This is an optimization exercise on Yosys and OpenROAD, whose aim is a short achievable clock period and few clock cycles, not a production implementation. Only simulation tests tie the RTL to the original design; equivalence was not proved. Power and IR drop assume default switching activity.

Setup of west:
// framer
module framer (
    input  wire        clk,
    input  wire        rst,         
    input  wire        bus_we,
    input  wire [7:0]  bus_addr,
    input  wire [31:0] bus_wdata,
    output reg  [31:0] bus_rdata,
    output wire [7:0]  tx_data,
    output wire        tx_last,
    output wire        tx_valid,
    input  wire        tx_ready
);
Size in the first run: about 11000 cells after synthesis, ~1500 flip-flops, about 86 I/O pins, roughly 110000 sq um of cells after synthesis.
==> flow/config.mk <==
export PLATFORM = sky130hd
export DESIGN_NAME = framer
export DESIGN_NICKNAME = framer
export VERILOG_FILES = /design/flow/design.v
export SDC_FILE = /design/flow/constraint.sdc
export NUM_CORES = 4
export LEC_CHECK = 0
export ABC_CLOCK_PERIOD_IN_PS = 4000
export CAP_MARGIN = 20
export CORE_MARGIN = 2
export CORE_UTILIZATION = 30
export SETUP_SLACK_MARGIN = 4
export SLEW_MARGIN = 20
==> flow/constraint.sdc <==
create_clock -name core_clock -period 10.0 [get_ports {clk}]
set_input_delay 2.0000 -clock core_clock [delete_from_list [all_inputs] [get_ports {clk}]]
set_output_delay 2.0000 -clock core_clock [all_outputs]
set_load 0.01 [all_outputs]
run.sh (not shown) runs the stock make flow with config.mk's settings and CLKGATE_MAP_FILE= SYNTH_SCRIPT=/design/flow/synth_recipe.tcl, a recipe that flattens the netlist after the stock synthesis.
west ended with every stage complete and zero timing, DRC or antenna violations.
Testbench counts of west, summed over its fixed seeds: cycles 13,975.
--- input diff west..south ---
- swapping 30 for 40 in CORE_UTILIZATION
- swapping 4 for 5 in SETUP_SLACK_MARGIN
Results
- south ended with every stage complete and zero timing, DRC or antenna violations.
- | number of non-clock inverters in the layout | west vs south | ≈ equal |
- Higher area added between synthesis and finish was reported by south, not west.
- The critical path's slowest cell comes out sky130_fd_sc_hd__or3_4 in one run and sky130_fd_sc_hd__a222oi_1 in the other, namely in south and west respectively.
- The combinational cell fraction of total power was comparable across south and west.
- south against west: post-placement cell area now smaller, global-route usage now larger, layout net count now larger, cell area now larger, sequential cell power comparable.

* * *

Setup of fjord:
Starting RTL as in the previous note.
Design framer, start of the top module:
module framer (
    input  wire        clk,
    input  wire        rst,         
    input  wire        bus_we,
    input  wire [7:0]  bus_addr,
    input  wire [31:0] bus_wdata,
    output reg  [31:0] bus_rdata,
    output wire [7:0]  tx_data,
    output wire        tx_last,
    output wire        tx_valid,
    input  wire        tx_ready
);
    localparam [5:0] R_CMD = 6'h00, R_STATUS = 6'h01, R_ERRARG = 6'h02,
                     R_CFG = 6'h03, R_RPM_L = 6'h04, R_RPM_R = 6'h05,
                     R_RXD = 6'h06, R_CKRES = 6'h07, R_M1_RPM = 6'h08,
                     R_M1_STAT = 6'h09, R_M1_POS = 6'h0A, R_M2_RPM = 6'h0B,
                     R_M2_STAT = 6'h0C, R_M2_POS = 6'h0D, R_IO1 = 6'h0E,
                     R_IO2 = 6'h0F, R_IO1_FLAGS = 6'h10, R_M1_ROT_LO = 6'h11,
                     R_M1_ROT_HI = 6'h12, R_M2_ROT_LO = 6'h13,
                     R_M2_ROT_HI = 6'h14;
    localparam [3:0] OP_ENC_INIT = 4'h1, OP_STATUS_POLL = 4'h2,
                     OP_RPM_SET = 4'h3, OP_PARSE = 4'h4, OP_CKSUM = 4'h5;
    localparam [3:0] E_RPM_RANGE = 4'd1, E_UNKNOWN_LAYOUT = 4'd2,
                     E_TRUNCATED = 4'd3, E_CHECKSUM = 4'd4, E_ILLEGAL = 4'd5;
  ...
Settings: LEC_CHECK=0, ABC_CLOCK_PERIOD_IN_PS=4000, CAP_MARGIN=20, CORE_MARGIN=2, CORE_UTILIZATION=40, SETUP_SLACK_MARGIN=4, SLEW_MARGIN=20; clock period 10.0 ns.
fjord went all the way through the flow, and no timing, DRC or antenna check failed.
Testbench counts of fjord, summed over its fixed seeds: cycles 13,975.
The following lists how raven was set up differently from fjord:
- PLACE_DENSITY newly set to 0.75
==> run notes <==
- Half-perimeter wire length of the detailed placement result: raven < fjord
- fjord → raven: number of optimization iterations in the first detailed-route pass rose by 1; largest buffer count on any clock path neither gained nor lost much.

==> separate check: timing with driven ports <==
The flow's constraints put no driver on any port. The routed layouts listed below were extracted and timed again, unchanged, in two steps.
Step 1: set_driving_cell puts a clkbuf_16 on clk and a buf_2 on each other input, an assumption about the parent block.
Step 2, shift: input delay + t, output delay - t, t = (earliest + latest rising clock arrival at the registers) / 2. This alone moves slack from input paths to output paths.
a / b / c = no drivers / after step 1 / after step 2; a / b = the first two.
| run | t (ns) | setup WS [ns] | hold slack, ns | worst slew at a driven data input, ns | cell pins on the clock port's net |
|---|---|---|---|---|---|
| west | 0.909 | 3.758 / 3.705 / 3.153 | 0.347 / 0.347 / 0.347 | 0.11 | 1 |
| south | 0.933 | 3.831 / 3.783 / 3.783 | 0.342 / 0.342 / 0.342 | 0.12 | 1 |
| fjord | 0.914 | 3.878 / 3.827 / 3.299 | 0.335 / 0.335 / 0.335 | 0.08 | 1 |
| raven | 0.873 | 3.712 / 3.663 / 3.248 | 0.327 / 0.327 / 0.327 | 0.13 | 1 |
After both steps setup and hold are still met in every run listed. The setup slack of west, which loses most, moves by -0.053 ns with the drivers and by -0.605 ns with both steps.
